Optimization exercise on an open flow, not production practice.
RTL: at most simulated, not proved equivalent.
Clock network not from TritonCTS: runs 2 to 9.
The clock port is an ideal driver here.
Power: default activity.

## flow/flow/run.sh

```bash
#!/bin/bash
set -euo pipefail
export BUFFER_PORTS_ARGS="-buffer_cell sky130_fd_sc_hd__buf_1"
export SETUP_SLACK_MARGIN=7.1
bash standard.sh finish > standard_flow.log 2>&1
```

## flow/standard.sh

```bash
#!/bin/bash
# synth_recipe.tcl (not shown) runs the flow's synth.tcl, then flattens the netlist and writes it again
# the make line also repeats each setting of config.mk as NAME=value (left out here)
make -C /OpenROAD-flow-scripts/flow DESIGN_CONFIG=/design/flow/config.mk WORK_HOME=/design/flow/orfs CLKGATE_MAP_FILE= SYNTH_SCRIPT=/design/flow/synth_recipe.tcl "${@:-finish}"
```

## flow/config.mk

```make
export PLATFORM = sky130hd
export DESIGN_NAME = kojisan_scale
export DESIGN_NICKNAME = kojisan_scale
export VERILOG_FILES = /design/flow/design.v
export SDC_FILE = /design/flow/constraint.sdc
export NUM_CORES = 4
export LEC_CHECK = 0
export CAP_MARGIN = 20
export CORE_MARGIN = 2
export CORE_UTILIZATION = 40
export CTS_BUF_LIST = sky130_fd_sc_hd__clkbuf_8
export CTS_CLUSTER_DIAMETER = 100
export CTS_CLUSTER_SIZE = 40
export SLEW_MARGIN = 20
```

## flow/constraint.sdc

```tcl
create_clock -name core_clock -period 10.0 [get_ports {clk}]
set_input_delay 2.0000 -clock core_clock [delete_from_list [all_inputs] [get_ports {clk}]]
set_output_delay 2.0000 -clock core_clock [all_outputs]
set_load 0.01 [all_outputs]
```

## flow/design.v

```verilog
module kojisan_scale (
    input  wire        clk,
    input  wire        rst,
    input  wire        in_valid,
    input  wire        in_sel,
    input  wire [15:0] in_raw,
    output reg         out_valid,
    output reg         out_sel,
    output reg  [31:0] out_q
);
    function automatic [31:0] skadd(input [31:0] a, input [31:0] b, input cin);
        reg [31:0] g, p, x;
        integer l, i;
        begin
            x = a ^ b;
            g = a & b;
            p = x;
            g[0] = g[0] | (p[0] & cin);
            for (l = 0; l < 5; l = l + 1)
                for (i = 0; i < 32; i = i + 1)
                    if (((i >> l) & 1) == 1) begin
                        g[i] = g[i] | (p[i] & g[((i >> l) << l) - 1]);
                        p[i] = p[i] & p[((i >> l) << l) - 1];
                    end
            skadd = x ^ {g[30:0], cin};
        end
    endfunction
    function automatic [63:0] bkadd64(input [63:0] a, input [63:0] b, input cin);
        reg [63:0] g, p, x;
        integer l, i;
        begin
            x = a ^ b;
            g = a & b;
            p = x;
            g[0] = g[0] | (p[0] & cin);
            for (l = 0; l < 6; l = l + 1)
                for (i = 0; i < 64; i = i + 1)
                    if ((i % (2 << l)) == (2 << l) - 1) begin
                        g[i] = g[i] | (p[i] & g[i - (1 << l)]);
                        p[i] = p[i] & p[i - (1 << l)];
                    end
            for (l = 4; l >= 0; l = l - 1)
                for (i = 0; i < 64; i = i + 1)
                    if (i >= (3 << l) - 1 && (i % (2 << l)) == (1 << l) - 1) begin
                        g[i] = g[i] | (p[i] & g[i - (1 << l)]);
                        p[i] = p[i] & p[i - (1 << l)];
                    end
            bkadd64 = x ^ {g[62:0], cin};
        end
    endfunction
    reg [15:0] r1; reg s1, v1;
    reg [20:0] p2; reg s2, v2;
    reg [23:0] n3; reg s3, v3;
    wire [20:0] p25 = {1'b0, r1, 4'b0000} + {2'b00, r1, 3'b000} + {5'b00000, r1};
    wire [31:0] pp  = {11'd0, p2};
    wire [31:0] n   = skadd(pp << 3, ~(s2 ? pp << 2 : pp), 1'b1);
    wire [63:0] w   = bkadd64({23'd0, 1'b0, n3, 8'h01, n3[23:16]},
                              {23'd0, s3 ? 9'h000 : 9'h1D3, 8'h00, n3}, 1'b0);
    always @(posedge clk) begin
        if (rst) begin v1 <= 1'b0; v2 <= 1'b0; v3 <= 1'b0; out_valid <= 1'b0; end
        else begin v1 <= in_valid; v2 <= v1; v3 <= v2; out_valid <= v3; end
        r1 <= in_raw; s1 <= in_sel;
        p2 <= p25;       s2 <= s1;
        n3 <= n[23:0];   s3 <= s2;
        out_q <= w[40:9]; out_sel <= s3;
    end
endmodule
```

==> metrics.md, run 1 <==
| Metric | Value |
|---|---|
| Synth Instances | `491` |
| Max Freq | `352.6 MHz` |
| Sum Neg Setup Slack | `0 ps` |
| R2R Setup Slk | `7300 ps` |
| DP Wirelength | `7407 µm` |
| Initial antenna violation count | `0` |
| Nets | `657` |
| Iter 0 DRT Violations | `123` |
| Share of the synthesized area in the top cell type | `38.66%` |
| Register bit total from synthesis | `101` |
| Clock slew at reported path FFs | `100 ps` |
| Most used DFF post-synth | `dfxtp_1` |
| Root Driver | `clkbuf_8` |
| WL met2 | `4270 µm` |
| Asr flop ratio synth | `0%` |
| Tcrit/Tclk final | `28.36%` |
| Via Count | `3573` |
| Maximum VDD drop | `0.09453 mV` |
| WL/cell | `12.37 µm` |
| Synth area leader | `dfxtp_1` |
| Syn Nets | `598` |
| Vias per cell | `4.921` |
| GPL Wtd Cong | `0.8829` |
| Data arrival, critical path | `840 ps` |
| Largest family of logic cells by synthesized area | `adder cells` |
| Pleak | `0.002550 µW` |
| PortBufs | `53` |
| Worst-path cell chain | `buf_1` |
| Uppermost layer routed | `met4` |
| Min-delay worst type | `register to register` |
| Status | `timing/DRC/antenna clean` |
| Unrepaired setup endpoints after global routing | `yes` |
| Number of max-cap violations | `0` |
| Die area | `14010 µm²` |
| Post-Synth Adder-Cell Area | `24.11%` |
| Slew Viols, Final | `0` |
| Final Cell Area | `5809 µm²` |
| Clock tree buffer depth | `2` |
| Crit-path slowest cell | `dfxtp_1` |
| Worst-Skew Late Latency | `370 ps` |
| Largest net degree at the start of global routing | `25` |
| Drt pass-1 iters | `4` |
| Hold_buf cts | `0` |
| Most frequent cells in the layout | `dfxtp_1, ha_1, buf_1, inv_1, a21oi_1` |
| WL met3 | `381 µm` |
| Number of synthesized flops with an enable pin | `0` |
| GRT Util Overall | `13.66%` |
| Layout cells sized above 1 | `6.137%` |
| Core area | `12670 µm²` |
| Slew headroom | `62.75%` |
| Synthesis-to-finish area growth | `11.08%` |
| Simple-gate share of the synthesized area | `11.22%` |
| Initial Util | `41.28%` |
| Total power | `1864 µW` |
| Startpoint Class | `register` |
| Vias in the first global route | `3525` |
| Worst-path fanout max | `1` |
| # rows | `41` |
| Worst EP required | `8000 ps` |
| CP top delay family | `flip-flops` |
| Final setup fails | `0` |
| CP Buf/Inv Count | `1` |
| Final ANT Viol Nets | `0` |
| Mux contribution to synthesized area | `3.708%` |
| Die Span X | `118.3 µm` |
| Synth Area per Inst | `10.65 µm²` |
| CP Class | `register to primary output` |
| Post-DP Area | `5623 µm²` |
| Clock buffer count from CTS | `9` |
| Post-synth cell types | `56` |
| Die Ht | `118.3 µm` |
| Largest stage delay on the critical path | `330 ps` |
| Ys Warns | `1` |
| DRT met1 WL | `4191 µm` |
| Register area share after synthesis | `38.66%` |
| TritonCTS clock tree | `done` |
| Htree depth | `3` |
| Antenna fix cells | `0` |
| Clock tree sinks | `101` |
| Crit. End Element | `primary output` |
| Worst-Margin Slew | `558.8 ps` |
| Tmin final | `2836 ps` |
| DP Cell Count | `711` |
| WL final | `8977 µm` |
| Skew final | `13.29 ps` |
| Fin cells | `726` |
| Endpoints failing hold | `0` |
| Synth Cell Area | `5230 µm²` |
| Top cells by area, synth | `dfxtp_1, ha_1, fa_1, xnor2_1, mux2i_1` |
| GR Overflow Total | `0` |
| Compound-cell area share of the yosys netlist | `12.13%` |
| Xor and xnor area share after synthesis | `7.368%` |
| Pwr dens | `320.8 nW/µm²` |
| DRC violations left | `0` |
| Io pins | `54` |
| Commonest non-fill, non-tap cell in the layout | `dfxtp_1` |
| First-pass GRT wire length | `15800 µm` |
| FILL cells | `1232` |
==> per-layer routing <==
metal / vias up / track usage, %
met5: - / 0
met4: 0 / 4.142
met3: 15 / 3.330
met2: 94 / 23.19
met1: 1624 / 17.10
li1: 1840 / -
==> synth_stat cells (5+ instances only) <==
| cell | instances |
|---|---|
| dfxtp_1 | 101 |
| ha_1 | 64 |
| inv_1 | 33 |
| a21oi_1 | 32 |
| nand2_1 | 29 |
| xnor2_1 | 24 |
| fa_1 | 23 |
| xor2_1 | 20 |
| mux2i_1 | 18 |
| nor2_1 | 15 |
| nor3_1 | 14 |
| o21ai_0 | 12 |
| nor2b_1 | 10 |
| nand3_1 | 9 |
| a21o_1 | 6 |
| and3_1 | 6 |
| nand2b_1 | 6 |
| o21bai_1 | 5 |
==> power breakdown <==
part,switching [µW],internal (µW)
logic,538,422
registers,106,569
clock network,136,93.2
total,780,1080
==> cell families (layout without fill, tap and decap cells) <==
family | count (synthesis) | count (layout)
buffers and inverters | 38 | 101
muxes | 19 | 19
and+or+nand+nor | 111 | 111
adders and majority gates | 87 | 87
DFF | 101 | 101
xor gates and xnor gates | 44 | 44
AOI/OAI and AO/OA | 91 | 91
==> path summary, 6_finish.rpt <==
check / from / to / depth (start not counted)
max: out_q[14]$_DFF_P_ / out_q[14] / 1
min: s1$_DFF_P_ / s2$_DFF_P_ / 0
max reg2reg: r1[4]$_DFF_P_ / p2[14]$_DFF_P_ / 10
min reg2reg: s1$_DFF_P_ / s2$_DFF_P_ / 0
==> metrics by stage <==
stage	hold WS, ps	setup slack, ps	utilization [%]
global route	367.9	7096	45.85
CTS	353.9	7129	45.79
floorplan	309.6	7265	-
detailed placement	339.9	7093	44.38
global placement	347.4	6795	44.37
finish	349.8	7164	45.85
==> layout make-up <==
cell class	instances	area (µm²)	share of cell area (%)
clock buffer	9	123.9	2.132
tap	172	215.2	3.704
clock inverter	6	52.55	0.9046
timing repair buffer	53	202.7	3.489
multi-input combinational	352	3065	52.77
sequential	101	2026	34.87
inverter	33	123.9	2.132
==> state kept, by name, summed over array words and instances (netlist names) <==
register   cells
s1             1
out_valid      1
s2             1
v2             1
v3             1
out_sel        1
n3            24
s3             1
r1            16
p2            21
v1             1
out_q         32
==> what timing repair did <==
item / CTS / global route
resized for setup: 1 / 5
setup buffers: 0 / 0
setup endpoints to repair: 2 / 8
==> inputs of run 2 (changes only) <==
==> flow/flow/run.sh (replaced) <==
#!/bin/bash
set -euo pipefail
export BUFFER_PORTS_ARGS="-buffer_cell sky130_fd_sc_hd__buf_1"
export SETUP_SLACK_MARGIN=7.1
bash standard.sh cts > standard_to_cts.log 2>&1
openroad -no_init -exit flow/clktree.tcl > clktree.log 2>&1
bash standard.sh finish > standard_finish.log 2>&1
==> flow/flow/clktree.tcl (new file) <==
# Replace the clock tree that CTS built with four clock buffers fed straight
# from the clock port, each driving one quarter of the flip-flops (split by
# position), then legalize. Reads and rewrites the 4_cts.odb of the standard flow.
set platform $::env(FLOW_HOME)/platforms/$::env(FLOW_PLATFORM)
set results orfs/results/$::env(FLOW_PLATFORM)/kojisan_scale/base
read_lef $platform/lef/sky130_fd_sc_hd.tlef
read_lef $platform/lef/sky130_fd_sc_hd_merged.lef
read_liberty $platform/lib/sky130_fd_sc_hd__tt_025C_1v80.lib
read_db $results/4_cts.odb
read_sdc $results/4_cts.sdc
proc rebuild_clock_tree {ngroup bufmaster} {
  set block [ord::get_db_block]
  set db [ord::get_db]
  set clkport [$block findBTerm clk]
  set clknet [$clkport getNet]
  # every cell on the clock tree below the port (buffers, inverters, dummy loads)
  set sinks {}
  set treecells {}
  set front [list $clknet]
  set seen [dict create]
  while {[llength $front]} {
    set net [lindex $front 0]; set front [lrange $front 1 end]
    foreach it [$net getITerms] {
      if {![$it isInputSignal] && [$it getIoType] ne "INPUT"} continue
      set inst [$it getInst]
      set m [$inst getMaster]
      if {[$m isSequential]} { lappend sinks $it; continue }
      if {[dict exists $seen [$inst getName]]} continue
      dict set seen [$inst getName] 1
      lappend treecells $inst
      foreach o [$inst getITerms] {
        if {[$o isOutputSignal] && [$o getNet] ne "NULL"} { lappend front [$o getNet] }
      }
    }
  }
  puts "clock tree: [llength $treecells] cells, [llength $sinks] sinks"
  # delete the old tree
  foreach inst $treecells {
    foreach o [$inst getITerms] {
      if {[$o isOutputSignal] && [$o getNet] ne "NULL"} {
        set n [$o getNet]
        foreach it [$n getITerms] { $it disconnect }
        odb::dbNet_destroy $n
      }
    }
    foreach it [$inst getITerms] { if {[$it getNet] ne "NULL"} { $it disconnect } }
    odb::dbInst_destroy $inst
  }
  # cluster sinks: split by x into two halves, then each by y (ngroup = 4), or by x only
  set pts {}
  foreach it $sinks {
    set inst [$it getInst]
    set bb [$inst getBBox]
    lappend pts [list [expr {([$bb xMin] + [$bb xMax]) / 2}] [expr {([$bb yMin] + [$bb yMax]) / 2}] $it]
  }
  set groups [list $pts]
  set axis 0
  while {[llength $groups] < $ngroup} {
    set next {}
    foreach g $groups {
      set s [lsort -integer -index $axis $g]
      set h [expr {[llength $s] / 2}]
      lappend next [lrange $s 0 [expr {$h - 1}]] [lrange $s $h end]
    }
    set groups $next
    set axis [expr {1 - $axis}]
  }
  set master [$db findMaster $bufmaster]
  set k 0
  foreach g $groups {
    set sx 0; set sy 0
    foreach p $g { incr sx [lindex $p 0]; incr sy [lindex $p 1] }
    set cx [expr {$sx / [llength $g]}]; set cy [expr {$sy / [llength $g]}]
    set inst [odb::dbInst_create $block $master clkbuf_flat_$k]
    $inst setLocation $cx $cy
    $inst setPlacementStatus PLACED
    set net [odb::dbNet_create $block clknet_flat_$k]
    $net setSigType CLOCK
    [$inst findITerm A] connect $clknet
    [$inst findITerm X] connect $net
    foreach p $g { [lindex $p 2] connect $net }
    puts "group $k: [llength $g] sinks at ($cx, $cy)"
    incr k
  }
}
rebuild_clock_tree 4 sky130_fd_sc_hd__clkbuf_16
detailed_placement
check_placement -verbose
source $platform/setRC.tcl
estimate_parasitics -placement
set_propagated_clock [all_clocks]
report_clock_skew
report_worst_slack -max
report_worst_slack -min
write_db $results/4_cts.odb
==> metrics.md, run 2 <==
| Metric | Value |
|---|---|
| Pleak | `0.002506 µW` |
| P_int | `1062 µW` |
| Vias per cell | `4.955` |
| Nets | `652` |
| Synth Instances | `491` |
| Largest stage delay on the critical path | `550 ps` |
| Largest net degree at the start of global routing | `27` |
| DP Wirelength | `7407 µm` |
| Synth area leader | `dfxtp_1` |
| Reg area | `2026 µm²` |
| Most frequent cells in the layout | `dfxtp_1, ha_1, buf_1, inv_1, a21oi_1` |
| Clock slew at reported path FFs | `90 ps` |
| Worst EP required | `10050 ps` |
| P_sw | `738.7 µW` |
| Biggest register | `out_q` |
| FILL cells | `1230` |
| Die area | `14010 µm²` |
| Unrepaired setup endpoints after global routing | `no` |
| Antenna fix cells | `0` |
| Skew final | `8.975 ps` |
| Maximum VDD drop | `0.09611 mV` |
| # rows | `41` |
| DP Cell Count | `711` |
| Iter 0 DRT Violations | `120` |
| GRT Util Overall | `13.61%` |
| Max Freq | `370.7 MHz` |
| Final ANT Viol Nets | `0` |
| Die Ht | `118.3 µm` |
| Core area | `12670 µm²` |
| CP Buf/Inv Count | `1` |
| Die Span X | `118.3 µm` |
| Fin cells | `715` |
| GR Overflow Total | `0` |
| Clock tree sinks | `101` |
| Data arrival, critical path | `2750 ps` |
| Synth Cell Area | `5230 µm²` |
| Number of synthesized flops with an enable pin | `0` |
| Syn Nets | `598` |
| Tcrit/Tclk final | `26.98%` |
| Post-CTS resize count | `1` |
| Clock power frac | `9.3%` |
| Hold_buf cts | `0` |
| Most common cell in the netlist | `dfxtp_1` |
| Commonest non-fill, non-tap cell in the layout | `dfxtp_1` |
| Endpoints failing hold | `0` |
| Multi-input combinational cell area | `3065 µm²` |
| Asr flop ratio synth | `0%` |
| Vias in the first global route | `3477` |
| CP Class | `register to register` |
| GPL Wtd Cong | `0.8829` |
| CP top delay family | `adder cells` |
| Drt pass-1 iters | `4` |
| Register area share after synthesis | `38.66%` |
| Max reg flops | `32` |
| Synth Area per Inst | `10.65 µm²` |
| Worst-path cell chain | `fa_1 > ha_1 > inv_1 > fa_1 > nor2b_1 > o21ai_1 > a21oi_2 > nor3_1 > or3_1 > o311ai_0` |
| CP Launch Point | `r1[4]$_DFF_P_` |
| Min-delay worst type | `register to register` |
| Tmin final | `2698 ps` |
| Reg power frac | `37.5%` |
| Sw Ratio | `41.03%` |
| Worst-path fanout max | `3` |
| Share of the synthesized area in the top cell type | `38.66%` |
| Combinational cell fraction of total power | `53.2%` |
| Synthesis-to-finish area growth | `9.545%` |
| Sum Neg Setup Slack | `0 ps` |
| Crit. End Element | `register` |
| Crit path depth | `10` |
| Largest regs | `out_q (32), n3 (24), p2 (21)` |
| Final setup fails | `0` |
| WL/cell | `12.59 µm` |
| Most used DFF post-synth | `dfxtp_1` |
| Most frequent CP cell | `fa_1` |
| Via Count | `3543` |
| Initial Util | `41.28%` |
| Pwr dens | `314.3 nW/µm²` |
| Slew Viols, Final | `0` |
| Post-synth cell types | `56` |
| DRC violations left | `0` |
| Total power | `1801 µW` |
| Startpoint Class | `register` |
| Register bit total from synthesis | `101` |
| FF-to-FF Start | `r1[4]$_DFF_P_` |
| Layout cells sized above 1 | `3.683%` |
| Fin util | `45.22%` |
| First-pass GRT wire length | `15840 µm` |
| Hold Worst Slack | `347.8 ps` |
| Number of max-cap violations | `0` |
| Worst-Skew Late Latency | `160 ps` |
| Status | `timing/DRC/antenna clean` |
| Ys Warns | `1` |
| Initial antenna violation count | `0` |
| WL final | `9000 µm` |
| Hold wc startpoint | `s1$_DFF_P_` |
| Crit-path slowest cell | `fa_1` |
| Hold depth | `0` |
| Slew headroom | `62.76%` |
| Commonest cells post-synth | `dfxtp_1, ha_1, inv_1` |
| Top cells by area, synth | `dfxtp_1, ha_1, fa_1, xnor2_1, mux2i_1` |
| FF-to-FF path depth | `10` |
| Io pins | `54` |
| Worst-Margin Slew | `558.5 ps` |
| Post-CTS Setup Inserts | `0` |
| PortBufs | `53` |
## run 2: stage by stage
step	instance area, µm²	worst slack, ps
final	5729	7302
after global routing	5729	7102
after CTS	5802	7129
after detailed placement	5623	7093
after global placement	5622	6795
after floorplan	5230	7265
## run 2: path summary, 6_finish.rpt
path | endpoint | slack [ps]
hold reg to reg | s2$_DFF_P_ | 350
setup reg to reg | p2[14]$_DFF_P_ | 7300
hold / removal | s2$_DFF_P_ | 350
setup / recovery | p2[14]$_DFF_P_ | 7300
## run 2: cells by family (layout without fill, tap and decap cells)
logic type	count (synthesis)	in the layout	synth area share, %
xor+xnor	44	44	7.368
flops	101	101	38.66
fa+ha+maj	87	87	24.11
simple gates	111	111	11.22
compound gates	91	91	12.13
buf+inv	38	90	2.799
mux	19	19	3.708
## run 2: area by class of cell
cell class	instances	share of cell area [%]
multi-input cells	352	53.51
flip-flops and latches	101	35.36
well taps	172	3.756
repair buffers	53	3.472
inverters	33	2.162
plain buffers	4	1.747
## run 2: per-layer routing
metal	part of all wire, %	vias up	GRT usage, %
li1	-	1829	-
met2	48	77	23.19
met3	3.2	13	2.317
met1	47	1624	17.49
met5	0	-	0
met4	1.3	0	4.367
## run 2: power by group through the flow
stage	clock network, µW	logic, µW	registers (µW)
floorplan	0	716	690
global placement	0	933	685
detailed placement	0	962	687
CTS	242	966	678
global route	195	1100	695
finish	168	958	675
==> inputs of run 3 (changes only) <==
==> flow/flow/run.sh (replaced) <==
#!/bin/bash
set -euo pipefail
export BUFFER_PORTS_ARGS="-buffer_cell sky130_fd_sc_hd__buf_1"
export SETUP_SLACK_MARGIN=7.25
bash standard.sh cts > standard_to_cts.log 2>&1
openroad -no_init -exit flow/clktree.tcl > clktree.log 2>&1
bash standard.sh finish > standard_finish.log 2>&1
==> metrics.md, run 3 <==
| Metric | Value |
|---|---|
| Unrepaired setup endpoints after global routing | `yes` |
| Min-delay worst type | `register to register` |
| Die area | `14010 µm²` |
| Synth Instances | `491` |
| Worst-path fanout max | `13` |
| Clock tree sinks | `101` |
| Final setup fails | `0` |
| Share of the synthesized area in the top cell type | `38.66%` |
| FF-to-FF Start | `s2$_DFF_P_` |
| CP Class | `register to register` |
| Most used DFF post-synth | `dfxtp_1` |
| Initial Util | `41.28%` |
| Vias in the first global route | `3482` |
| Register area share after synthesis | `38.66%` |
| WL/cell | `12.74 µm` |
| Multi-input combinational cell area | `3095 µm²` |
| Worst-path cell chain | `buf_6 > mux2i_1 > ha_1 > nand2_1 > o21ai_0 > a221oi_2 > o21ai_4 > inv_1 > fa_1 > inv_1` |
| Commonest non-fill, non-tap cell in the layout | `dfxtp_1` |
| Status | `timing/DRC/antenna clean` |
| Most frequent CP cell | `inv_1` |
| Crit-path slowest cell | `dfxtp_4` |
| GRT Util Overall | `13.65%` |
| Synth Area per Inst | `10.65 µm²` |
| Biggest register | `out_q` |
| Pwr dens | `313.8 nW/µm²` |
| Core area | `12670 µm²` |
| Synth area leader | `dfxtp_1` |
| # rows | `41` |
| PortBufs | `53` |
| Commonest cells post-synth | `dfxtp_1, ha_1, inv_1` |
| Initial antenna violation count | `0` |
| Hold Worst Slack | `348.5 ps` |
| Synthesis-to-finish area growth | `11.79%` |
| Number of synthesized flops with an enable pin | `0` |
| Largest stage delay on the critical path | `510 ps` |
| Sum Neg Setup Slack | `0 ps` |
| Total power | `1835 µW` |
| Nets | `654` |
| Reg area | `2033 µm²` |
| GR Overflow Total | `0` |
| Tcrit/Tclk final | `26.13%` |
| Worst-Margin Slew | `460.9 ps` |
| Hold_buf cts | `0` |
| Crit path to | `n3[16]$_DFF_P_` |
| Dpl ws | `7093 ps` |
| Hold depth | `0` |
| Crit. End Element | `register` |
| CP top delay family | `adder cells` |
| First-pass GRT wire length | `15900 µm` |
| Antenna fix cells | `0` |
| Drt pass-1 iters | `5` |
| FILL cells | `1205` |
| Maximum VDD drop | `0.09504 mV` |
| Largest regs | `out_q (32), n3 (24), p2 (21)` |
| Ys Warns | `1` |
| R2R Setup Slk | `7390 ps` |
| Most frequent cells in the layout | `dfxtp_1, ha_1, inv_1, buf_2, a21oi_1` |
| Worst-Skew Late Latency | `160 ps` |
| Top cells by area, synth | `dfxtp_1, ha_1, fa_1, xnor2_1, mux2i_1` |
| CP Launch Point | `s2$_DFF_P_` |
| Startpoint Class | `register` |
| Syn Nets | `598` |
| Final ANT Viol Nets | `0` |
| Vias per cell | `4.932` |
| Via Count | `3536` |
| Crit path depth | `10` |
| Max Freq | `382.7 MHz` |
| Final Cell Area | `5847 µm²` |
| Data arrival, critical path | `2730 ps` |
| Slew headroom | `69.14%` |
| Clock slew at reported path FFs | `90 ps` |
| Setup slack after layout | `7387 ps` |
| Iter 0 DRT Violations | `111` |
| Synth Cell Area | `5230 µm²` |
| Largest net degree at the start of global routing | `27` |
| WL final | `9137 µm` |
| Skew final | `7.393 ps` |
| Tmin final | `2613 ps` |
| DP Wirelength | `7407 µm` |
| Slew Viols, Final | `0` |
| Layout cells sized above 1 | `12.29%` |
| DRC violations left | `0` |
| CP Buf/Inv Count | `3` |
| Post-DP Area | `5623 µm²` |
| Die Span X | `118.3 µm` |
| Endpoints failing hold | `0` |
| Reg2reg end | `n3[16]$_DFF_P_` |
| Register bit total from synthesis | `101` |
| Max reg flops | `32` |
| Worst EP required | `10110 ps` |
| FF-to-FF path depth | `10` |
| Pleak | `0.002622 µW` |
| Post-synth cell types | `56` |
| Die Ht | `118.3 µm` |
| Number of max-cap violations | `0` |
| Most common cell in the netlist | `dfxtp_1` |
| GPL Wtd Cong | `0.8829` |
| Io pins | `54` |
| Asr flop ratio synth | `0%` |
run 3: cell counts after synthesis:
Identical to the previous run, type by type.
run 3: layout make-up:
| class | instances | area share, % |
|---|---|---|
| Timing Repair Buffer | 55 | 4.772 |
| Sequential cell | 101 | 34.77 |
| Tap cell | 172 | 3.681 |
| Inverter | 33 | 2.119 |
| Multi-Input combinational cell | 352 | 52.94 |
| Buffer | 4 | 1.712 |
run 3: where the power goes:
group / internal (µW) / switching [µW]
sequential: 569 / 105
clock: 73.3 / 95.7
combinational: 448 / 543
run 3: worst min-delay path by stage:
stage                            end  slack, ps        from
after global placement    s2$_DFF_P_        350  s1$_DFF_P_
after CTS                 s2$_DFF_P_        350  s1$_DFF_P_
after global routing      s2$_DFF_P_        370  s1$_DFF_P_
after detailed placement  s2$_DFF_P_        340  s1$_DFF_P_
after floorplan           s2$_DFF_P_        310  s1$_DFF_P_
final                     s2$_DFF_P_        350  s1$_DFF_P_
run 3: timing repair:
item,4_1_cts,5_1_grt
endpoints found under the setup margin,44,15
resized for setup,43,9
buffers inserted,0,2
pin swaps,1,3
run 3: metrics by stage:
| stage | std cells | util (%) |
|---|---|---|
| 3_3_place_gp | 711 | 44.37 |
| 2_1_floorplan | 491 | - |
| 4_1_cts | 726 | 46.34 |
| 5_1_grt | 717 | 46.14 |
| 6_report | 717 | 46.14 |
| 3_5_place_dp | 711 | 44.38 |
run 3: layer usage:
metal  vias up  part of all wire [%]  global-route usage, %
li1       1829                     -                      -
met1      1618                    48                  17.56
met2        83                    48                  23.27
met3         6                   3.4                  2.317
met4         0                  0.95                  4.367
met5         -                     0                      0
run 3: worst reg2reg max path: stages (launching register included):
cell and delay, ps:
dfxtp_4 510, buf_6 220, mux2i_1 220, ha_1 290, nand2_1 150, o21ai_0 140, a221oi_2 310, o21ai_4 150
inv_1 100, fa_1 410, inv_1 60
run 3: cell families (layout without fill, tap and decap cells):
family | after synthesis | count (layout) | synth area share [%]
AOI/OAI and AO/OA | 91 | 91 | 12.13
xor gates and xnor gates | 44 | 44 | 7.368
adders and majority gates | 87 | 87 | 24.11
buffers and inverters | 38 | 92 | 2.799
DFF | 101 | 101 | 38.66
muxes | 19 | 19 | 3.708
and+or+nand+nor | 111 | 111 | 11.22
==> inputs of run 4 (changes only) <==
--- a/flow/design.v
+++ b/flow/design.v
@@ -49,19 +49,20 @@
         end
     endfunction
     reg [15:0] r1; reg s1, v1;
-    reg [20:0] p2; reg s2, v2;
+    reg [18:0] a2; reg s2, v2;
     reg [23:0] n3; reg s3, v3;
-    wire [20:0] p25 = {1'b0, r1, 4'b0000} + {2'b00, r1, 3'b000} + {5'b00000, r1};
-    wire [31:0] pp  = {11'd0, p2};
-    wire [31:0] n   = skadd(pp << 3, ~(s2 ? pp << 2 : pp), 1'b1);
+    wire [31:0] rr  = {16'd0, r1};
+    wire [31:0] a   = skadd(rr << 3, ~rr, 1'b1);
+    wire [18:0] am  = s1 ? {1'b0, r1, 2'b00} : a[18:0];
+    wire [23:0] n   = {1'b0, a2, 4'b0000} + {2'b00, a2, 3'b000} + {5'b00000, a2};
     wire [63:0] w   = bkadd64({23'd0, 1'b0, n3, 8'h01, n3[23:16]},
                               {23'd0, s3 ? 9'h000 : 9'h1D3, 8'h00, n3}, 1'b0);
     always @(posedge clk) begin
         if (rst) begin v1 <= 1'b0; v2 <= 1'b0; v3 <= 1'b0; out_valid <= 1'b0; end
         else begin v1 <= in_valid; v2 <= v1; v3 <= v2; out_valid <= v3; end
         r1 <= in_raw; s1 <= in_sel;
-        p2 <= p25;       s2 <= s1;
-        n3 <= n[23:0];   s3 <= s2;
+        a2 <= am;        s2 <= s1;
+        n3 <= n;         s3 <= s2;
         out_q <= w[40:9]; out_sel <= s3;
     end
 endmodule
==> metrics.md, run 4 <==
| Metric | Value |
|---|---|
| Clock slew at reported path FFs | `90 ps` |
| Largest stage delay on the critical path | `450 ps` |
| Sum Neg Setup Slack | `0 ps` |
| Number of synthesized flops with an enable pin | `0` |
| Endpoints failing hold | `0` |
| R2R Setup Slk | `7340 ps` |
| Drt pass-1 iters | `5` |
| GR Overflow Total | `0` |
| # rows | `40` |
| Register area share after synthesis | `40.16%` |
| Crit. End Element | `register` |
| Skew final | `8.962 ps` |
| Core area | `12010 µm²` |
| Max reg flops | `32` |
| Max Freq | `375.9 MHz` |
| Min-delay worst type | `register to register` |
| Most common cell in the netlist | `dfxtp_1` |
| Tmin final | `2660 ps` |
| Ys Warns | `1` |
| Unrepaired setup endpoints after global routing | `yes` |
| Setup slack after layout | `7340 ps` |
| Top cells by area, synth | `dfxtp_1, ha_1, fa_1, xor2_1, inv_1` |
| WL final | `8830 µm` |
| Crit-path slowest cell | `fa_1` |
| Commonest cells post-synth | `dfxtp_1, ha_1, inv_1` |
| Synth area leader | `dfxtp_1` |
| Initial Util | `41.08%` |
| Dpl ws | `7261 ps` |
| Worst EP required | `10100 ps` |
| Status | `timing/DRC/antenna clean` |
| Pwr dens | `273.9 nW/µm²` |
| Synth Instances | `462` |
| Commonest non-fill, non-tap cell in the layout | `dfxtp_1` |
| Post-CTS Setup Inserts | `0` |
| GPL Wtd Cong | `0.8540` |
| Data arrival, critical path | `2760 ps` |
| Iter 0 DRT Violations | `114` |
| Io pins | `54` |
| Syn Nets | `567` |
| Pleak | `0.002563 µW` |
| Final ANT Viol Nets | `0` |
| Biggest register | `out_q` |
| Slew Viols, Final | `0` |
| Worst-path fanout max | `4` |
| Register bit total from synthesis | `99` |
| Share of the synthesized area in the top cell type | `40.16%` |
| Largest net degree at the start of global routing | `34` |
| Most frequent cells in the layout | `dfxtp_1, ha_1, inv_1, buf_2, fa_1` |
| Worst-Margin Slew | `921.4 ps` |
| Die Ht | `115.1 µm` |
| Maximum VDD drop | `0.08869 mV` |
| DP Cell Count | `659` |
| DRC violations left | `0` |
| First-pass GRT wire length | `15260 µm` |
| Fin cells | `663` |
| Largest regs | `out_q (32), n3 (24), a2 (19)` |
| Post-synth cell types | `54` |
| Antenna fix cells | `0` |
| Worst-path cell chain | `fa_1 > ha_1 > a21o_1 > a221o_1 > a31oi_2 > a21oi_2 > or4_1 > nand4_1` |
| Most used DFF post-synth | `dfxtp_1` |
| WL/cell | `13.32 µm` |
| Layout cells sized above 1 | `12.60%` |
| Nets | `623` |
| Via Count | `3252` |
| Slew headroom | `38.49%` |
| Clock tree sinks | `99` |
| CP Class | `register to register` |
| Startpoint Class | `register` |
| Number of max-cap violations | `0` |
| Initial antenna violation count | `0` |
| GRT Util Overall | `14.36%` |
| Vias per cell | `4.905` |
| Die area | `13240 µm²` |
| DP Wirelength | `7283 µm` |
| Total power | `1509 µW` |
| Asr flop ratio synth | `0%` |
| Tcrit/Tclk final | `26.60%` |
| Synthesis-to-finish area growth | `11.61%` |
| Vias in the first global route | `3356` |
| Synth Cell Area | `4935 µm²` |
| PortBufs | `53` |
| Worst-Skew Late Latency | `160 ps` |
| Synth Area per Inst | `10.68 µm²` |
| Die Span X | `115.1 µm` |
| Final setup fails | `0` |
-- run 4: changes by cell type after synthesis, moves of 6 or more --
cell     change
mux2i_1     -17
xnor2_1      -7
nor3_1       -8
a21oi_1      -6
o21ai_0     +10
a21o_1      +10
inv_1        +7
-- run 4: metrics by stage --
step                      hold slack (ps)  area, µm²  utilization (%)
after global placement              355.2       5306            44.18
final                               361.4       5508            45.85
after detailed placement            349.0       5306            44.18
after CTS                           355.8       5587            46.51
after floorplan                     309.6       4935                -
after global routing                365.3       5508            45.85
-- run 4: per-layer routing --
metal  global-route usage [%]  routed length, µm  vias up
met5                        0                  0        -
met4                    3.052                 96        0
met3                    3.848                408        6
met2                    25.69               4248       68
met1                    17.36               4076     1467
li1                         -                  -     1711
-- run 4: worst paths after layout --
kind,end,start,depth (start not counted)
hold / removal,s3$_DFF_P_,s2$_DFF_P_,0
setup reg to reg,n3[21]$_DFF_P_,a2[9]$_DFF_P_,8
hold reg to reg,s3$_DFF_P_,s2$_DFF_P_,0
setup / recovery,n3[21]$_DFF_P_,a2[9]$_DFF_P_,8
-- run 4: kinds of logic after synthesis --
group                    Yosys count  synth area share, %
AO/OA/AOI/OAI                    105                14.30
XOR/XNOR                          40                7.099
adder cells (fa/ha/maj)           85                25.35
buffers and inverters             43                3.271
flip-flops                        99                40.16
multiplexers                       4               0.8874
AND/OR/NAND/NOR                   86                8.925
-- run 4: area by class of cell --
class	instances	area, µm²
multi-input cells	320	2823
plain buffers	4	100.1
flip-flops and latches	99	1991
repair buffers	53	260.3
inverters	40	150.1
fillers	1151	6504
well taps	147	183.9
-- run 4: worst max-delay path: cells and delay by family (launching register included) --
kind	cells	cell delay, ps
AND/OR/NAND/NOR	2	490
flip-flops	1	440
adder cells (fa/ha/maj)	2	820
AO/OA/AOI/OAI	4	830
-- run 4: what timing repair did --
item,CTS,global route
endpoints found under the hold margin,0,0
setup endpoints to repair,35,10
hold buffers,0,0
resized for setup,41,9
-- run 4: power breakdown --
part	leakage [µW]	internal [µW]	switching, µW
clock network	0.0000493	73.3	93.4
logic	0.00168	331	388
registers	0.000834	532	90.2
==> inputs of run 5 (changes only) <==
==> flow/flow/run.sh (replaced) <==
#!/bin/bash
set -euo pipefail
export BUFFER_PORTS_ARGS="-buffer_cell sky130_fd_sc_hd__buf_1"
export SETUP_SLACK_MARGIN=7.35
bash standard.sh cts > standard_to_cts.log 2>&1
openroad -no_init -exit flow/clktree.tcl > clktree.log 2>&1
bash standard.sh finish > standard_finish.log 2>&1
==> metrics.md, run 5 <==
| Metric | Value |
|---|---|
| Nets | `626` |
| Slew Viols, Final | `0` |
| FF-to-FF path depth | `9` |
| FF-to-FF Start | `n3[21]$_DFF_P_` |
| Reg2reg end | `out_q[28]$_DFF_P_` |
| Sw Ratio | `37.78%` |
| Ys Warns | `1` |
| Tcrit/Tclk final | `26.04%` |
| Max Freq | `384.1 MHz` |
| Register area share after synthesis | `40.16%` |
| Final setup fails | `0` |
| Top cells by area, synth | `dfxtp_1, ha_1, fa_1, xor2_1, inv_1` |
| Sum Neg Setup Slack | `0 ps` |
| Initial antenna violation count | `0` |
| Endpoints failing hold | `0` |
| Layout cells sized above 1 | `17.73%` |
| Worst-Margin Slew | `922.5 ps` |
| Largest regs | `out_q (32), n3 (24), a2 (19)` |
| Post-DP Area | `5306 µm²` |
| First-pass GRT wire length | `15300 µm` |
| Status | `timing/DRC/antenna clean` |
| Unrepaired setup endpoints after global routing | `yes` |
| WL met2 | `4357 µm` |
| Worst-Skew Late Latency | `160 ps` |
| DRT met1 WL | `4141 µm` |
| CP top delay family | `flip-flops` |
| Maximum VDD drop | `0.08901 mV` |
| GPL Wtd Cong | `0.8540` |
| Pleak | `0.002583 µW` |
| Worst-path fanout max | `1` |
| P_sw | `589.3 µW` |
| Hold EP | `s3$_DFF_P_` |
| Core area | `12010 µm²` |
| Commonest non-fill, non-tap cell in the layout | `dfxtp_1` |
| Worst-path cell chain | `buf_6` |
| Commonest cells post-synth | `dfxtp_1, ha_1, inv_1` |
| CP Class | `register to primary output` |
| Number of synthesized flops with an enable pin | `0` |
| Min-delay worst type | `register to register` |
| Share of the synthesized area in the top cell type | `40.16%` |
| GR Overflow Total | `0` |
| Vias per cell | `4.943` |
| Biggest register | `out_q` |
| R2R Setup Slk | `7430 ps` |
| Reg power frac | `40.1%` |
| Largest stage delay on the critical path | `340 ps` |
| PortBufs | `53` |
| # rows | `40` |
| Worst EP required | `8000 ps` |
| Antenna fix cells | `0` |
| Syn Nets | `567` |
| Via Count | `3292` |
| Clock slew at reported path FFs | `90 ps` |
| Hold_buf cts | `0` |
| Iter 0 DRT Violations | `115` |
| Max reg flops | `32` |
| Synth Instances | `462` |
| Most frequent cells in the layout | `dfxtp_1, ha_1, inv_1, buf_2` |
| Die Span X | `115.1 µm` |
| Clock power frac | `10.7%` |
| Skew final | `8.114 ps` |
| WL met3 | `423 µm` |
| P_int | `970.7 µW` |
| Tmin final | `2604 ps` |
| Clock tree sinks | `99` |
| Most common cell in the netlist | `dfxtp_1` |
| GRT Util Overall | `14.40%` |
| Final ANT Viol Nets | `0` |
| Hold depth | `0` |
| Final Cell Area | `5652 µm²` |
| CP Buf/Inv Count | `1` |
| Synth Area per Inst | `10.68 µm²` |
| Die Ht | `115.1 µm` |
| Combinational cell fraction of total power | `49.2%` |
| Synthesis-to-finish area growth | `14.53%` |
| Register bit total from synthesis | `99` |
| Synth area leader | `dfxtp_1` |
| Io pins | `54` |
| WL/cell | `13.55 µm` |
| Number of max-cap violations | `0` |
| Largest net degree at the start of global routing | `34` |
| Pwr dens | `276.0 nW/µm²` |
| Slew headroom | `38.42%` |
| Crit-path slowest cell | `dfxtp_2` |
| DP Wirelength | `7283 µm` |
| Data arrival, critical path | `600 ps` |
| Synth Cell Area | `4935 µm²` |
| Initial Util | `41.08%` |
| Vias in the first global route | `3363` |
| Post-synth cell types | `54` |
| Uppermost layer routed | `met4` |
| WL final | `9021 µm` |
| Most used DFF post-synth | `dfxtp_1` |
| Drt pass-1 iters | `4` |
| Die area | `13240 µm²` |
| Hold wc startpoint | `s2$_DFF_P_` |
| Asr flop ratio synth | `0%` |
| Startpoint Class | `register` |
| Crit. End Element | `primary output` |
| DRC violations left | `0` |
run 5: cell counts after synthesis:
Identical to the previous run, type by type.
run 5: timing repair:
item                                    CTS  global route
endpoints found under the setup margin   39            14
pin swaps                                 0             9
buffers inserted                          0             3
gates resized for setup                  51            33
run 5: metrics by stage:
stage | cells | utilization (%) | hold WS, ps | power, µW | worst slack (ps)
floorplan | 462 | - | 309.6 | 1125 | 7505
global placement | 659 | 44.18 | 355.2 | 1312 | 7311
detailed placement | 659 | 44.18 | 349.0 | 1323 | 7261
CTS | 673 | 46.76 | 355.8 | 1634 | 7144
global route | 666 | 47.05 | 365.0 | 1710 | 7275
finish | 666 | 47.05 | 362.2 | 1560 | 7396
run 5: final cells by class:
cell class                      count  area, µm²
Fill cell                        1130       6360
Tap cell                          147      183.9
Inverter                           40      150.1
Buffer                              4      100.1
Timing Repair Buffer               56      282.8
Multi-Input combinational cell    320       2915
Sequential cell                    99       2019
run 5: routing by layer:
| metal | GRT usage [%] | vias up |
|---|---|---|
| li1 | - | 1721 |
| met1 | 17.36 | 1495 |
| met2 | 25.80 | 70 |
| met3 | 3.848 | 6 |
| met4 | 3.052 | 0 |
| met5 | 0 | - |
run 5: worst max-delay path by stage:
stage	from	to	depth (start not counted)
after floorplan	a2[10]$_DFF_P_	n3[21]$_DFF_P_	8
after global placement	a2[5]$_DFF_P_	n3[21]$_DFF_P_	8
after detailed placement	a2[5]$_DFF_P_	n3[21]$_DFF_P_	8
after CTS	out_q[10]$_DFF_P_	out_q[10]	1
after global routing	n3[21]$_DFF_P_	out_q[28]$_DFF_P_	9
final	out_q[3]$_DFF_P_	out_q[3]	1
run 5: cells by family (layout without fill, tap and decap cells):
kind of cell,after synthesis,count (layout),synth area share [%]
DFF,99,99,40.16
xor gates and xnor gates,40,40,7.099
adders and majority gates,85,85,25.35
AOI/OAI and AO/OA,105,105,14.30
muxes,4,4,0.8874
and+or+nand+nor,86,86,8.925
buffers and inverters,43,100,3.271
run 5: power groups by stage:
stage	combinational [µW]	clock, µW	sequential (µW)
after CTS	723	285	626
after detailed placement	689	0	634
after global placement	680	0	632
final	768	167	625
after floorplan	483	0	643
after global routing	876	192	642
==> inputs of run 6 (changes only) <==
--- a/flow/config.mk
+++ b/flow/config.mk
@@ -7,8 +7,5 @@
 export LEC_CHECK = 0
 export CAP_MARGIN = 20
 export CORE_MARGIN = 2
-export CORE_UTILIZATION = 40
-export CTS_BUF_LIST = sky130_fd_sc_hd__clkbuf_8
-export CTS_CLUSTER_DIAMETER = 100
-export CTS_CLUSTER_SIZE = 40
+export CORE_UTILIZATION = 60
 export SLEW_MARGIN = 20
==> metrics.md, run 6 <==
| Metric | Value |
|---|---|
| First-pass GRT wire length | `14020 µm` |
| Clock tree sinks | `99` |
| Die Ht | `94.69 µm` |
| P_int | `936.1 µW` |
| Slew Viols, Final | `0` |
| Most common cell in the netlist | `dfxtp_1` |
| PortBufs | `53` |
| Share of the synthesized area in the top cell type | `40.16%` |
| Fin cells | `621` |
| Core area | `8093 µm²` |
| Drt pass-1 iters | `4` |
| Combinational cell fraction of total power | `47.6%` |
| Hold Worst Slack | `339.8 ps` |
| Synthesis-to-finish area growth | `10.52%` |
| Antenna fix cells | `0` |
| DRC violations left | `0` |
| Tmin final | `2645 ps` |
| Largest family of logic cells by synthesized area | `adder cells` |
| Startpoint Class | `register` |
| Layout cells sized above 1 | `14.34%` |
| DP Wirelength | `6603 µm` |
| Min-delay worst type | `register to register` |
| Worst-path fanout max | `4` |
| Top cells by area, synth | `dfxtp_1, ha_1, fa_1, xor2_1, inv_1` |
| Number of synthesized flops with an enable pin | `0` |
| CP Class | `register to register` |
| GRT Util Overall | `19.60%` |
| Final ANT Viol Nets | `0` |
| Setup slack after layout | `7355 ps` |
| Die Span X | `94.69 µm` |
| Dpl ws | `7285 ps` |
| Multi-input combinational cell area | `2828 µm²` |
| Crit. End Element | `register` |
| Largest net degree at the start of global routing | `34` |
| GPL Wtd Cong | `0.8663` |
| Vias per cell | `5.353` |
| Die area | `8966 µm²` |
| Synth Instances | `462` |
| Max reg flops | `32` |
| Crit-path slowest cell | `fa_1` |
| Vias in the first global route | `3236` |
| Post-synth cell types | `54` |
| Worst-Margin Slew | `977.6 ps` |
| Status | `timing/DRC/antenna clean` |
| # rows | `33` |
| Commonest non-fill, non-tap cell in the layout | `dfxtp_1` |
| Slew headroom | `34.74%` |
| Xor and xnor area share after synthesis | `7.099%` |
| Syn Nets | `567` |
| Sum Neg Setup Slack | `0 ps` |
| Clock slew at reported path FFs | `90 ps` |
| FILL cells | `665` |
| WL/cell | `13.29 µm` |
| Register area share after synthesis | `40.16%` |
| Pleak | `0.002561 µW` |
| DP Cell Count | `617` |
| Reg area | `1997 µm²` |
| Largest regs | `out_q (32), n3 (24), a2 (19)` |
| Skew final | `7.073 ps` |
| Worst EP required | `10100 ps` |
| WL final | `8251 µm` |
| Number of max-cap violations | `0` |
| Pwr dens | `275.9 nW/µm²` |
| Io pins | `54` |
| Commonest cells post-synth | `dfxtp_1, ha_1, inv_1` |
| Hold_buf cts | `0` |
| GR Overflow Total | `0` |
| Largest stage delay on the critical path | `450 ps` |
| Simple-gate share of the synthesized area | `8.925%` |
| Nets | `623` |
| Via Count | `3324` |
| Compound-cell area share of the yosys netlist | `14.30%` |
| P_sw | `568.9 µW` |
| Post-Synth Adder-Cell Area | `25.35%` |
| Initial antenna violation count | `0` |
| Clock power frac | `11.1%` |
| Max Freq | `378.1 MHz` |
| Biggest register | `out_q` |
| Endpoints failing hold | `0` |
| Synth Cell Area | `4935 µm²` |
| Synth area leader | `dfxtp_1` |
| Most frequent cells in the layout | `dfxtp_1, ha_1, inv_1, buf_2, fa_1` |
| Initial Util | `60.98%` |
| Iter 0 DRT Violations | `138` |
| Register bit total from synthesis | `99` |
| Unrepaired setup endpoints after global routing | `yes` |
| Maximum VDD drop | `0.1173 mV` |
| Post-CTS Setup Inserts | `0` |
| Tcrit/Tclk final | `26.45%` |
| Most used DFF post-synth | `dfxtp_1` |
| Ys Warns | `1` |
| Worst-path cell chain | `fa_1 > ha_1 > a21o_1 > a221o_1 > a31oi_2 > a21oi_2 > or4_1 > nand4_1` |
| Mux contribution to synthesized area | `0.8874%` |
| Reg power frac | `41.4%` |
| Synth Area per Inst | `10.68 µm²` |
| Data arrival, critical path | `2740 ps` |
| Asr flop ratio synth | `0%` |
| Final setup fails | `0` |
| Sw Ratio | `37.80%` |
| Worst-Skew Late Latency | `160 ps` |
-- run 6: power by group through the flow --
| stage | sequential [µW] | combinational [µW] | clock [µW] |
|---|---|---|---|
| 2_1_floorplan | 643 | 483 | 0 |
| 3_3_place_gp | 628 | 664 | 0 |
| 3_5_place_dp | 631 | 679 | 0 |
| 4_1_cts | 621 | 711 | 248 |
| 5_1_grt | 639 | 813 | 187 |
| 6_report | 622 | 716 | 167 |
-- run 6: final timing paths --
kind	slack (ps)	end	startpoint	cells after the start
max	7360	n3[21]$_DFF_P_	a2[12]$_DFF_P_	8
max reg2reg	7360	n3[21]$_DFF_P_	a2[12]$_DFF_P_	8
min reg2reg	340	s3$_DFF_P_	s2$_DFF_P_	0
min	340	s3$_DFF_P_	s2$_DFF_P_	0
-- run 6: critical path, delay by kind of cell (launching register included) --
kind	cells	cell delay [ps]
compound gates	4	830
fa+ha+maj	2	810
simple gates	2	500
flops	1	440
-- run 6: logic make-up (layout without fill, tap and decap cells) --
family / Yosys count / in the layout
XOR/XNOR: 40 / 40
AO/OA/AOI/OAI: 105 / 105
adder cells (fa/ha/maj): 85 / 85
multiplexers: 4 / 4
AND/OR/NAND/NOR: 86 / 86
buffers and inverters: 43 / 97
flip-flops: 99 / 99
-- run 6: timing repair --
action / in CTS / in global routing
pin swaps: 0 / 4
endpoints found under the setup margin: 40 / 16
gates resized for setup: 46 / 12
gates cloned: 0 / 0
-- run 6: area by class of cell --
cell class / instances / area share [%]
multi-input cells: 320 / 51.85
flip-flops and latches: 99 / 36.61
repair buffers: 53 / 4.542
inverters: 40 / 2.753
well taps: 105 / 2.409
plain buffers: 4 / 1.835
-- run 6: layer usage --
| metal | GRT usage, % | share of wire [%] |
|---|---|---|
| met1 | 23.47 | 45 |
| met2 | 36.05 | 50 |
| met3 | 2.474 | 3.3 |
| met4 | 6.763 | 1.7 |
| met5 | 0 | 0 |
-- run 6: stage by stage --
stage / power [µW] / instance area [µm²] / util (%)
2_1_floorplan: 1125 / 4935 / -
3_3_place_gp: 1292 / 5254 / 64.92
3_5_place_dp: 1310 / 5254 / 64.92
4_1_cts: 1581 / 5518 / 68.18
5_1_grt: 1639 / 5454 / 67.39
6_report: 1505 / 5454 / 67.39
==> inputs of run 7 (changes only) <==
--- a/flow/config.mk
+++ b/flow/config.mk
@@ -7,5 +7,6 @@
 export LEC_CHECK = 0
 export CAP_MARGIN = 20
 export CORE_MARGIN = 2
-export CORE_UTILIZATION = 60
+export CORE_UTILIZATION = 70
+export PLACE_DENSITY = 0.8
 export SLEW_MARGIN = 20
==> metrics.md, run 7 <==
| Metric | Value |
|---|---|
| Status | `timing/DRC/antenna clean` |
| PortBufs | `53` |
| Tcrit/Tclk final | `26.45%` |
| WL/cell | `14.75 µm` |
| Slew headroom | `37.35%` |
| CP Buf/Inv Count | `0` |
| Nets | `627` |
| Clock slew at reported path FFs | `90 ps` |
| Most frequent cells in the layout | `dfxtp_1, ha_1, inv_1, buf_2, nand2_1` |
| Unrepaired setup endpoints after global routing | `yes` |
| Startpoint Class | `register` |
| Post-DP Area | `5243 µm²` |
| Post-Synth Adder-Cell Area | `25.35%` |
| Worst-path cell chain | `fa_1 > ha_4 > a21o_1 > a221o_1 > a31oi_2 > a21oi_2 > or4_1 > nand4_1` |
| Via Count | `3405` |
| Simple-gate share of the synthesized area | `8.925%` |
| Biggest register | `out_q` |
| Synth area leader | `dfxtp_1` |
| Number of synthesized flops with an enable pin | `0` |
| Largest regs | `out_q (32), n3 (24), a2 (19)` |
| # rows | `30` |
| Worst-path fanout max | `4` |
| Endpoints failing hold | `0` |
| Largest stage delay on the critical path | `600 ps` |
| Crit-path slowest cell | `fa_1` |
| Worst-Margin Slew | `938.4 ps` |
| Top cells by area, synth | `dfxtp_1, ha_1, fa_1, xor2_1, inv_1` |
| Commonest cells post-synth | `dfxtp_1, ha_1, inv_1` |
| Reg area | `2012 µm²` |
| Vias per cell | `5.528` |
| Data arrival, critical path | `2730 ps` |
| Worst-Skew Late Latency | `150 ps` |
| Final setup fails | `0` |
| Antenna fix cells | `0` |
| FF-to-FF path depth | `8` |
| Tmin final | `2645 ps` |
| Initial antenna violation count | `0` |
| Synth Cell Area | `4935 µm²` |
| Final ANT Viol Nets | `0` |
| Min-delay worst type | `register to register` |
| Io pins | `54` |
| Most used DFF post-synth | `dfxtp_1` |
| Iter 0 DRT Violations | `83` |
| Syn Nets | `567` |
| Largest net degree at the start of global routing | `34` |
| DP Wirelength | `6799 µm` |
| Sum Neg Setup Slack | `0 ps` |
| First-pass GRT wire length | `14750 µm` |
| Vias in the first global route | `3353` |
| Synth Area per Inst | `10.68 µm²` |
| FILL cells | `434` |
| Fin util | `81.49%` |
| WL final | `9083 µm` |
| Crit path depth | `8` |
| Core area | `6794 µm²` |
| Synthesis-to-finish area growth | `12.20%` |
| Drt pass-1 iters | `4` |
| GR Overflow Total | `0` |
| Ys Warns | `1` |
| Skew final | `7.655 ps` |
| Die Ht | `87.96 µm` |
| Register area share after synthesis | `40.16%` |
| Multi-input combinational cell area | `2883 µm²` |
| GPL Wtd Cong | `0.8931` |
| Die area | `7737 µm²` |
| Most common cell in the netlist | `dfxtp_1` |
| Asr flop ratio synth | `0%` |
| Crit. End Element | `register` |
| Number of max-cap violations | `0` |
| Initial Util | `72.63%` |
| Die Span X | `87.96 µm` |
| Hold depth | `0` |
| Pleak | `0.002576 µW` |
| Max reg flops | `32` |
| Final Cell Area | `5537 µm²` |
| Pwr dens | `282.7 nW/µm²` |
| Commonest non-fill, non-tap cell in the layout | `dfxtp_1` |
| Share of the synthesized area in the top cell type | `40.16%` |
| Worst EP required | `10090 ps` |
| Slew Viols, Final | `0` |
| GRT Util Overall | `24.12%` |
| Largest family of logic cells by synthesized area | `adder cells` |
| DRC violations left | `0` |
| Register bit total from synthesis | `99` |
| Max Freq | `378.1 MHz` |
| CP top delay family | `adder cells` |
| CP Class | `register to register` |
| Post-synth cell types | `54` |
| Xor and xnor area share after synthesis | `7.099%` |
| Clock tree sinks | `99` |
| Layout cells sized above 1 | `17.31%` |
| Maximum VDD drop | `0.1278 mV` |
| Synth Instances | `462` |
| Compound-cell area share of the yosys netlist | `14.30%` |
| Mux contribution to synthesized area | `0.8874%` |
==> run 7: cell counts after synthesis <==
No cell type changed its count.
==> run 7: worst paths after layout <==
| kind | startpoint | to | slack, ps |
|---|---|---|---|
| setup reg to reg | a2[8]$_DFF_P_ | n3[21]$_DFF_P_ | 7360 |
| setup / recovery | a2[8]$_DFF_P_ | n3[21]$_DFF_P_ | 7360 |
| hold reg to reg | s2$_DFF_P_ | s3$_DFF_P_ | 330 |
| hold / removal | s2$_DFF_P_ | s3$_DFF_P_ | 330 |
==> run 7: logic make-up after synthesis <==
kind of cell / after synthesis
and+or+nand+nor: 86
adders and majority gates: 85
DFF: 99
buffers and inverters: 43
xor gates and xnor gates: 40
AOI/OAI and AO/OA: 105
muxes: 4
==> run 7: what timing repair did <==
item,in CTS,in global routing
hold endpoints to repair,0,0
setup endpoints to repair,42,13
pin swaps,1,8
setup buffers,2,2
gates resized for setup,46,29
hold buffers,0,0
==> run 7: metal layers <==
metal,part of all wire [%],track usage (%),up-vias
met5,0,0,-
met4,1.7,7.552,0
met3,2.8,2.922,13
met2,53,46.14,70
met1,43,27.79,1603
li1,-,-,1719
==> run 7: through the flow <==
| step | total power (µW) | hold slack [ps] | cells | setup WS, ps |
|---|---|---|---|---|
| after detailed placement | 1312 | 312.1 | 608 | 7252 |
| after floorplan | 1125 | 309.6 | 462 | 7505 |
| final | 1565 | 333.2 | 616 | 7355 |
| after global placement | 1281 | 310.8 | 608 | 7320 |
| after CTS | 1564 | 332.4 | 625 | 7182 |
| after global routing | 1687 | 351.8 | 616 | 7303 |
==> run 7: report_power, final <==
| group | total [µW] | switching [µW] | internal, µW |
|---|---|---|---|
| Clock | 165 | 91.9 | 73.2 |
| Sequential | 624 | 89.5 | 534 |
| Combinational | 776 | 417 | 359 |
==> run 7: cell type report <==
type | count | area share (%)
flip-flops and latches | 99 | 36.34
well taps | 96 | 2.169
inverters | 40 | 2.712
repair buffers | 57 | 4.904
multi-input cells | 320 | 52.07
plain buffers | 4 | 1.808
==> run 7: worst reg2reg max path, stage by stage, from the launching register on <==
cell and delay [ps]:
dfxtp_2 360, fa_1 600, ha_4 240, a21o_1 180
a221o_1 360, a31oi_2 200, a21oi_2 100, or4_1 430
nand4_1 110
==> inputs of run 8 (changes only) <==
==> flow/flow/run.sh (replaced) <==
#!/bin/bash
set -euo pipefail
export BUFFER_PORTS_ARGS="-buffer_cell sky130_fd_sc_hd__buf_1"
export SETUP_SLACK_MARGIN=7.4
export SKIP_CTS_REPAIR_TIMING=1
bash standard.sh cts > standard_to_cts.log 2>&1
openroad -no_init -exit flow/clktree.tcl > clktree.log 2>&1
bash standard.sh finish > standard_finish.log 2>&1
--- a/flow/config.mk
+++ b/flow/config.mk
@@ -7,6 +7,5 @@
 export LEC_CHECK = 0
 export CAP_MARGIN = 20
 export CORE_MARGIN = 2
-export CORE_UTILIZATION = 70
-export PLACE_DENSITY = 0.8
+export CORE_UTILIZATION = 60
 export SLEW_MARGIN = 20
==> metrics.md, run 8 <==
| Metric | Value |
|---|---|
| Layout cells sized above 1 | `20.66%` |
| Commonest cells post-synth | `dfxtp_1, ha_1, inv_1` |
| Synth Cell Area | `4935 µm²` |
| CP Buf/Inv Count | `1` |
| Max Freq | `384.8 MHz` |
| Worst EP required | `8000 ps` |
| # rows | `33` |
| Register area share after synthesis | `40.16%` |
| Iter 0 DRT Violations | `179` |
| Sum Neg Setup Slack | `0 ps` |
| First-pass GRT wire length | `13820 µm` |
| Endpoints failing hold | `0` |
| Max reg flops | `32` |
| WL final | `8485 µm` |
| Largest regs | `out_q (32), n3 (24), a2 (19)` |
| Unrepaired setup endpoints after global routing | `yes` |
| Total power | `1608 µW` |
| Biggest register | `out_q` |
| Most frequent cells in the layout | `dfxtp_1, ha_1, inv_1, dfxtp_2` |
| Clock slew at reported path FFs | `90 ps` |
| DP Wirelength | `6603 µm` |
| CP Class | `register to primary output` |
| Top cells by area, synth | `dfxtp_1, ha_1, fa_1, xor2_1, inv_1` |
| Via Count | `3348` |
| Vias per cell | `5.374` |
| Pwr dens | `282.7 nW/µm²` |
| Min-delay worst type | `register to register` |
| Post-synth cell types | `54` |
| DRC violations left | `0` |
| Skew final | `6.860 ps` |
| Die Span X | `94.69 µm` |
| Commonest non-fill, non-tap cell in the layout | `dfxtp_1` |
| Synth Area per Inst | `10.68 µm²` |
| Tcrit/Tclk final | `25.99%` |
| Final ANT Viol Nets | `0` |
| GPL Wtd Cong | `0.8663` |
| Synthesis-to-finish area growth | `15.26%` |
| Worst-Margin Slew | `977.9 ps` |
| Final setup fails | `0` |
| Worst-Skew Late Latency | `160 ps` |
| FILL cells | `615` |
| Asr flop ratio synth | `0%` |
| Tmin final | `2599 ps` |
| Share of the synthesized area in the top cell type | `40.16%` |
| Worst-path fanout max | `1` |
| Data arrival, critical path | `600 ps` |
| Largest stage delay on the critical path | `320 ps` |
| Clock tree sinks | `99` |
| Reg area | `2033 µm²` |
| Core area | `8093 µm²` |
| Number of synthesized flops with an enable pin | `0` |
| Multi-input combinational cell area | `2892 µm²` |
| Hold Worst Slack | `342.5 ps` |
| Ys Warns | `1` |
| GR Overflow Total | `0` |
| Initial antenna violation count | `0` |
| Crit. End Element | `primary output` |
| Die area | `8966 µm²` |
| Io pins | `54` |
| WL/cell | `13.62 µm` |
| Synth area leader | `dfxtp_1` |
| Vias in the first global route | `3195` |
| Initial Util | `60.98%` |
| Status | `timing/DRC/antenna clean` |
| Maximum VDD drop | `0.1174 mV` |
| Startpoint Class | `register` |
| Number of max-cap violations | `0` |
| Die Ht | `94.69 µm` |
| Worst-path cell chain | `buf_2` |
| Largest net degree at the start of global routing | `34` |
| Crit-path slowest cell | `dfxtp_1` |
| Syn Nets | `567` |
| PortBufs | `53` |
| Slew headroom | `34.72%` |
| GRT Util Overall | `19.34%` |
| Antenna fix cells | `0` |
| Most common cell in the netlist | `dfxtp_1` |
| Drt pass-1 iters | `4` |
| Slew Viols, Final | `0` |
| Most used DFF post-synth | `dfxtp_1` |
| Nets | `625` |
| Pleak | `0.002609 µW` |
| Register bit total from synthesis | `99` |
| Synth Instances | `462` |
| CP top delay family | `flip-flops` |
[run 8: layer usage]
layer | GRT usage (%) | wire length (µm) | vias to the layer above
met2 | 35.52 | 4352 | 68
met1 | 23.32 | 3770 | 1549
met3 | 2.474 | 248 | 9
met4 | 6.280 | 113 | 0
met5 | 0 | 0 | -
li1 | - | - | 1722
[run 8: final cells by class]
type	count	area share (%)
Timing Repair Buffer	55	6.709
Inverter	40	2.640
Tap cell	105	2.310
Buffer	4	1.760
Multi-Input combinational cell	320	50.84
Sequential cell	99	35.75
[run 8: worst register-to-register path, stage by stage, from the launching register on]
cell and delay (ps):
dfxtp_2 350, fa_1 540, ha_1 350, a211oi_2 250, o2111ai_2 230, a31oi_4 200
a21oi_2 100, or4_1 410, nand4_1 90
[run 8: path summary, 6_finish.rpt]
path,startpoint,to,slack (ps),depth (start not counted)
hold reg to reg,s2$_DFF_P_,s3$_DFF_P_,340,0
setup reg to reg,a2[1]$_SDFF_PP0_,n3[21]$_DFF_P_,7420,8
setup / recovery,out_q[9]$_DFF_P_,out_q[9],7400,1
hold / removal,s2$_DFF_P_,s3$_DFF_P_,340,0
[run 8: logic make-up after synthesis]
family | Yosys count | synth area share, %
adders and majority gates | 85 | 25.35
xor gates and xnor gates | 40 | 7.099
and+or+nand+nor | 86 | 8.925
AOI/OAI and AO/OA | 105 | 14.30
DFF | 99 | 40.16
buffers and inverters | 43 | 3.271
muxes | 4 | 0.8874
[run 8: stage by stage]
stage / utilization (%) / instances / area [µm²] / setup slack (ps)
6_report: 70.28 / 623 / 5688 / 7401
2_1_floorplan: - / 462 / 4935 / 7505
3_3_place_gp: 64.92 / 617 / 5254 / 7318
4_1_cts: 67.21 / 633 / 5439 / 7133
3_5_place_dp: 64.92 / 617 / 5254 / 7285
5_1_grt: 70.28 / 623 / 5688 / 7290
[run 8: power by group]
part	internal (µW)	total, µW	switching [µW]
Sequential	543	643	99.7
Combinational	398	799	400
Clock	73.3	166	93.0
Total	1010	1610	593
==> inputs of run 9 (changes only) <==
==> flow/flow/run.sh (replaced) <==
#!/bin/bash
set -euo pipefail
export BUFFER_PORTS_ARGS="-buffer_cell sky130_fd_sc_hd__buf_1"
export SETUP_SLACK_MARGIN=7.2
export SKIP_CTS_REPAIR_TIMING=1
bash standard.sh cts > standard_to_cts.log 2>&1
openroad -no_init -exit flow/clktree.tcl > clktree.log 2>&1
bash standard.sh finish > standard_finish.log 2>&1
==> metrics.md, run 9 <==
| Metric | Value |
|---|---|
| CP Class | `register to register` |
| WL/cell | `13.20 µm` |
| Synth Cell Area | `4935 µm²` |
| Iter 0 DRT Violations | `162` |
| Crit. End Element | `register` |
| Max Freq | `365.1 MHz` |
| DRC violations left | `0` |
| DP Cell Count | `617` |
| Unrepaired setup endpoints after global routing | `yes` |
| Tmin final | `2739 ps` |
| Via Count | `3310` |
| Number of synthesized flops with an enable pin | `0` |
| Initial Util | `60.98%` |
| Combinational cell fraction of total power | `46.6%` |
| Syn Nets | `567` |
| Clock power frac | `11.3%` |
| Register bit total from synthesis | `99` |
| Worst-path fanout max | `3` |
| Commonest non-fill, non-tap cell in the layout | `dfxtp_1` |
| Sw Ratio | `38.39%` |
| Die Span X | `94.69 µm` |
| Reg area | `1982 µm²` |
| Fin cells | `621` |
| Ys Warns | `1` |
| Clock slew at reported path FFs | `90 ps` |
| GPL Wtd Cong | `0.8663` |
| Antenna fix cells | `0` |
| Synthesis-to-finish area growth | `8.849%` |
| Synth Instances | `462` |
| DP Wirelength | `6603 µm` |
| Top cells by area, synth | `dfxtp_1, ha_1, fa_1, xor2_1, inv_1` |
| Max reg flops | `32` |
| Vias in the first global route | `3195` |
| FILL cells | `669` |
| Largest net degree at the start of global routing | `34` |
| GR Overflow Total | `0` |
| Worst-Skew Late Latency | `160 ps` |
| Worst-Margin Slew | `974.2 ps` |
| Tcrit/Tclk final | `27.39%` |
| Reg power frac | `42.2%` |
| Worst EP required | `10100 ps` |
| Data arrival, critical path | `2840 ps` |
| Status | `timing/DRC/antenna clean` |
| Startpoint Class | `register` |
| Io pins | `54` |
| Synth Area per Inst | `10.68 µm²` |
| Maximum VDD drop | `0.1173 mV` |
| Most common cell in the netlist | `dfxtp_1` |
| Initial antenna violation count | `0` |
| Final setup fails | `0` |
| Layout cells sized above 1 | `4.457%` |
| First-pass GRT wire length | `13820 µm` |
| # rows | `33` |
| Pleak | `0.002463 µW` |
| Number of max-cap violations | `0` |
| Most frequent cells in the layout | `dfxtp_1, ha_1, buf_1, inv_1, a21oi_1` |
| Nets | `623` |
| Largest regs | `out_q (32), n3 (24), a2 (19)` |
| Share of the synthesized area in the top cell type | `40.16%` |
| Crit-path slowest cell | `fa_1` |
| Biggest register | `out_q` |
| PortBufs | `53` |
| Largest stage delay on the critical path | `500 ps` |
| Asr flop ratio synth | `0%` |
| Drt pass-1 iters | `4` |
| GRT Util Overall | `19.34%` |
| Vias per cell | `5.330` |
| Pwr dens | `274.4 nW/µm²` |
| Die area | `8966 µm²` |
| Post-synth cell types | `54` |
| Slew Viols, Final | `0` |
| Min-delay worst type | `register to register` |
| Most used DFF post-synth | `dfxtp_1` |
| P_sw | `565.9 µW` |
| Sum Neg Setup Slack | `0 ps` |
| WL final | `8195 µm` |
| Worst-path cell chain | `fa_1 > ha_1 > a211oi_1 > o2111ai_2 > a31oi_2 > a21oi_2 > or4_1 > nand4_1` |
| Multi-input combinational cell area | `2809 µm²` |
| Skew final | `7.185 ps` |
| Commonest cells post-synth | `dfxtp_1, ha_1, inv_1` |
| Endpoints failing hold | `0` |
| Core area | `8093 µm²` |
| Final ANT Viol Nets | `0` |
| Slew headroom | `34.96%` |
| Clock tree sinks | `99` |
| P_int | `908.2 µW` |
| Synth area leader | `dfxtp_1` |
| Die Ht | `94.69 µm` |
| Register area share after synthesis | `40.16%` |
run 9: cell counts after synthesis:
Identical to the previous run, type by type.
run 9: power groups by stage:
| stage | clock [µW] | combinational [µW] | sequential, µW |
|---|---|---|---|
| 3_5_place_dp | 0 | 679 | 631 |
| 5_1_grt | 187 | 782 | 638 |
| 6_report | 166 | 686 | 621 |
| 4_1_cts | 248 | 683 | 621 |
| 2_1_floorplan | 0 | 483 | 643 |
| 3_3_place_gp | 0 | 664 | 628 |
run 9: through the flow:
| stage | hold WS, ps | instance area (µm²) | setup slack [ps] | util [%] | total power [µW] |
|---|---|---|---|---|---|
| 2_1_floorplan | 309.6 | 4935 | 7505 | - | 1125 |
| 3_3_place_gp | 338.7 | 5254 | 7318 | 64.92 | 1292 |
| 3_5_place_dp | 321.3 | 5254 | 7285 | 64.92 | 1310 |
| 4_1_cts | 346.3 | 5439 | 7133 | 67.21 | 1552 |
| 5_1_grt | 357.5 | 5371 | 7071 | 66.37 | 1607 |
| 6_report | 340.4 | 5371 | 7261 | 66.37 | 1474 |
run 9: kinds of logic (layout without fill, tap and decap cells):
logic type	Yosys count	count (layout)	synth area share, %
adders and majority gates	85	85	25.35
muxes	4	4	0.8874
DFF	99	99	40.16
xor gates and xnor gates	40	40	7.099
and+or+nand+nor	86	86	8.925
AOI/OAI and AO/OA	105	105	14.30
buffers and inverters	43	97	3.271
run 9: layer usage:
layer	routed length (µm)	part of all wire (%)	up-vias	global-route usage (%)
li1	-	-	1721	-
met1	3704	45	1516	23.32
met2	4111	50	64	35.52
met3	265	3.2	9	2.474
met4	113	1.4	0	6.280
met5	0	0	-	0
run 9: area by class of cell:
class / count / area share, %
well taps: 105 / 2.446
inverters: 40 / 2.795
flip-flops and latches: 99 / 36.90
multi-input cells: 320 / 52.29
repair buffers: 53 / 3.704
plain buffers: 4 / 1.863
run 9: worst paths after layout:
kind              slack (ps)  depth (start not counted)             end          start
hold reg to reg          340                          0      s3$_DFF_P_     s2$_DFF_P_
setup / recovery        7260                          8  n3[21]$_DFF_P_  a2[5]$_DFF_P_
setup reg to reg        7260                          8  n3[21]$_DFF_P_  a2[5]$_DFF_P_
hold / removal           340                          0      s3$_DFF_P_     s2$_DFF_P_
run 9: worst max-delay path: cells and delay by family (launching register included):
kind            cells  cell delay [ps]
compound gates      4              910
fa+ha+maj           2              840
simple gates        2              500
flops               1              430
